What follows belongs to an exercise in optimizing a design on an open flow for small area, a short achievable clock period and few clock cycles; a production flow would make more cautious choices.
Only simulation tests tie the RTL to the original design; equivalence was not proved.
Power is estimated from default activity; no workload was simulated.

Setup of the baseline:
// plx_top
module plx_top (
    input             clk,
    input             rst,
    input             host_valid,
    input             host_write,
    input      [4:0]  host_addr,      
    input      [31:0] host_wdata,
    output            host_ready,
    output reg        host_rvalid,
    output reg [31:0] host_rdata,
    output            mem_rreq,
    output     [31:0] mem_raddr,
    input             mem_rgnt,
    input             mem_rvalid,
    input      [7:0]  mem_rdata,
    output            mem_wreq,
    output     [31:0] mem_waddr,
    output     [7:0]  mem_wdata,
    input             mem_wgnt
);
Size in the first run: ~4500 cells after synthesis, ~960 flip-flops.
==> flow/config.mk <==
export PLATFORM = sky130hd
export DESIGN_NAME = plx_top
export DESIGN_NICKNAME = plx_top
export VERILOG_FILES = /design/flow/design.v
export SDC_FILE = /design/flow/constraint.sdc
export NUM_CORES = 4
export LEC_CHECK = 0
export CAP_MARGIN = 20
export CORE_MARGIN = 2
export CORE_UTILIZATION = 40
export PLACE_DENSITY = 0.6
export SLEW_MARGIN = 20
==> flow/constraint.sdc <==
create_clock -name core_clock -period 13.0 [get_ports {clk}]
set_input_delay 2.6000 -clock core_clock [delete_from_list [all_inputs] [get_ports {clk}]]
set_output_delay 2.6000 -clock core_clock [all_outputs]
set_load 0.01 [all_outputs]
standard.sh (not shown) runs the stock make flow with config.mk's settings and CLKGATE_MAP_FILE= SYNTH_SCRIPT=/design/flow/synth_recipe.tcl, a recipe that flattens the netlist after the stock synthesis.
==> flow/flow/run.sh <==
#!/bin/bash
# Standard ORFS layout (standard synthesis unchanged); the only difference is a larger setup
# margin for the flow's timing repair, so that it keeps improving paths well inside the period.
set -euo pipefail
bash standard.sh SETUP_SLACK_MARGIN=9.2 finish > layout.log 2>&1
The baseline: no failed stages, no open violations at the end
Testbench counts of the baseline, summed over its fixed seeds: cycles 52,013.
Here is what was changed in the inputs of the candidate compared with the baseline.
-- flow/flow/run.sh --
<<< the baseline, line 4
set -euo pipefail
bash standard.sh SETUP_SLACK_MARGIN=9.2 finish > layout.log 2>&1
>>> the candidate, line 4
set -euo pipefail
bash standard.sh SETUP_SLACK_MARGIN=8.5 finish > layout.log 2>&1
The baseline finished every stage and its layout cleared the timing, design-rule and antenna checks.
Both conditions hold for the candidate: the flow ran to the end and the final layout passed the timing, design-rule and antenna checks.
Summary of the candidate over the baseline: number of flip-flops and latches barely changed, share of total power in the clock network fell by 1.7 points, final number of hold-violating endpoints ~0 delta.
Design area | the candidate below the baseline
The run with more setup slack is the baseline; the candidate has less.
Of the baseline and the candidate, the higher final routed wire length divided by cell count belongs to the baseline.

========
plx_top, a different RTL version from the one above (not shown whole).
Size in the first run: about 4600 cells after synthesis, about 960 flip-flops, ~160 I/O pins, about 50000 um2 of cells after synthesis.
==> flow/design.v (excerpt) <==
module plx_top (
    input             clk,
    input             rst,
    input             host_valid,
    input             host_write,
    input      [4:0]  host_addr,      
    input      [31:0] host_wdata,
    output            host_ready,
    output reg        host_rvalid,
    output reg [31:0] host_rdata,
    output            mem_rreq,
    output     [31:0] mem_raddr,
    input             mem_rgnt,
    input             mem_rvalid,
    input      [7:0]  mem_rdata,
    output            mem_wreq,
    output     [31:0] mem_waddr,
    output     [7:0]  mem_wdata,
    input             mem_wgnt
);
export LEC_CHECK = 0
export CAP_MARGIN = 20
export CORE_MARGIN = 2
export CORE_UTILIZATION = 40
export PLACE_DENSITY = 0.6
export SLEW_MARGIN = 20
create_clock -name core_clock -period 13.0 [get_ports {clk}]
==> flow/flow/run.sh <==
#!/bin/bash
# The standard layout (standard synthesis unchanged) with two changes to how it is made:
# - the timing repair aims at a larger setup margin, so it keeps improving paths that are
#   already well inside the clock period;
# - the port buffers are buf_4 cells instead of the resizer's default pick.
# The make output goes to layout.log; each ORFS step's own log is under orfs/logs/.
set -euo pipefail
bash standard.sh SETUP_SLACK_MARGIN=9.1 "BUFFER_PORTS_ARGS=-buffer_cell sky130_fd_sc_hd__buf_4" finish > layout.log 2>&1
The baseline completed without violations.
Testbench counts at the start, summed over its fixed seeds: cycles 52,093.
Edit:
--- a/flow/flow/run.sh
+++ b/flow/flow/run.sh
@@ -7,2 +7,2 @@
 set -euo pipefail
-bash standard.sh SETUP_SLACK_MARGIN=9.1 "BUFFER_PORTS_ARGS=-buffer_cell sky130_fd_sc_hd__buf_4" finish > layout.log 2>&1
+bash standard.sh SETUP_SLACK_MARGIN=8.5 "BUFFER_PORTS_ARGS=-buffer_cell sky130_fd_sc_hd__buf_4" finish > layout.log 2>&1
--- a/flow/config.mk
+++ b/flow/config.mk
@@ -10,2 +10,3 @@
 export CORE_UTILIZATION = 40
+export CTS_BUF_LIST = sky130_fd_sc_hd__clkbuf_4 sky130_fd_sc_hd__clkbuf_8
 export PLACE_DENSITY = 0.6
Combinational power fell by about 27%.
Clock skew rose by 12 ps.
Final cell count fell by 3.7%.
Global-route usage fell by 2.4 points.
Utilization fell by 4.2 points.
Edit:
--- a/flow/config.mk
+++ b/flow/config.mk
@@ -10,3 +10,2 @@
 export CORE_UTILIZATION = 40
-export CTS_BUF_LIST = sky130_fd_sc_hd__clkbuf_4 sky130_fd_sc_hd__clkbuf_8
 export PLACE_DENSITY = 0.6
The changed run finished clean; critical path depth stays the same; non-clock buffer count is higher by 6; first-iteration DRC count is higher slightly; count of clock-buffer cells in the layout is lower by 89.
Edit:
--- a/flow/flow/run.sh
+++ b/flow/flow/run.sh
@@ -7,2 +7,2 @@
 set -euo pipefail
-bash standard.sh SETUP_SLACK_MARGIN=8.5 "BUFFER_PORTS_ARGS=-buffer_cell sky130_fd_sc_hd__buf_4" finish > layout.log 2>&1
+bash standard.sh SETUP_SLACK_MARGIN=8.8 "BUFFER_PORTS_ARGS=-buffer_cell sky130_fd_sc_hd__buf_4" finish > layout.log 2>&1
After rerunning: Core utilization rose by 0.95 points; worst setup slack improves by 210 ps; cell area rose by 2.1%; hold slack degrades by 3.8 ps; clock power rose by about 2%; via count rose by 1.2%; non-clock buffer count rose by 37.

========
plx_top, a different RTL version from the one above (not shown whole).
Size in the first run: roughly 4700 cells after synthesis, ~950 flip-flops, ~160 I/O pins, about 0.051 mm^2 of cells after synthesis.
export LEC_CHECK = 0
export CAP_MARGIN = 20
export CORE_MARGIN = 2
export CORE_UTILIZATION = 40
export PLACE_DENSITY = 0.6
export SLEW_MARGIN = 20
create_clock -name core_clock -period 13.0 [get_ports {clk}]
==> flow/flow/run.sh <==
#!/bin/bash
# The standard layout (standard synthesis unchanged) with two changes to how it is made:
# - the timing repair aims at a larger setup margin, so it keeps improving paths that are
#   already well inside the clock period;
# - the port buffers are buf_4 cells instead of the resizer's default pick.
# The make output goes to layout.log; each ORFS step's own log is under orfs/logs/.
set -euo pipefail
bash standard.sh SETUP_SLACK_MARGIN=9.1 "BUFFER_PORTS_ARGS=-buffer_cell sky130_fd_sc_hd__buf_4" finish > layout.log 2>&1
The baseline went through all stages and came out clean.
Testbench counts at the start, summed over its fixed seeds: cycles 51,773.
Next try:
--- a/flow/flow/run.sh
+++ b/flow/flow/run.sh
@@ -8 +8 @@
-bash standard.sh SETUP_SLACK_MARGIN=9.1 "BUFFER_PORTS_ARGS=-buffer_cell sky130_fd_sc_hd__buf_4" finish > layout.log 2>&1
+bash standard.sh SETUP_SLACK_MARGIN=8.8 "BUFFER_PORTS_ARGS=-buffer_cell sky130_fd_sc_hd__buf_4" finish > layout.log 2>&1
Die area is unchanged.
Sequential share of layout area rose by 1.9 points.
Routed wire length fell by a few percent.
Via count fell slightly.
First-iteration DRC count rose by roughly a tenth.
Final area fell by a few percent.
Power fell slightly.

static timing again, ports no longer ideal:
Ports are ideal in the flow. The routed layouts listed here were re-timed in OpenROAD. Step 1: set_driving_cell puts a clkbuf_16 on clk and a buf_2 on each other input, an assumption about the parent block. Step 2, shift: input delay + t, output delay - t, t = (earliest + latest rising clock arrival at the registers) / 2. This alone moves slack from input paths to output paths. a / b / c = no drivers / after step 1 / after step 2; a / b = the first two.
run	t (ns)	setup slack, ns	worst setup path at the end	worst data-port slew with drivers (ns)	cell pins on the clock port's net
the baseline	0.826	8.521 / 8.521 / 7.859	input to register	0.10	1
the candidate	0.788	8.496 / 8.427 / 7.830	input to register	0.04	1
the first run of note 2	0.809	8.702 / 8.702 / 8.371	input to register	0.04	1
the second run of note 2	0.976	8.501 / 8.501 / 7.831	input to register	0.06	1
the third run of note 2	0.803	8.495 / 8.495 / 7.868	input to register	0.06	1
the fourth run of note 2	0.816	8.704 / 8.704 / 8.060	input to register	0.07	1
the first run of note 3	0.821	8.889 / 8.889 / 8.369	input to register	0.07	1
the second run of note 3	0.807	8.680 / 8.680 / 8.086	input to register	0.06	1
After both steps setup and hold are still met in every run listed. The setup slack of the second run of note 2, which loses most, moves by 0.000 ns with the drivers and by -0.670 ns with both steps.
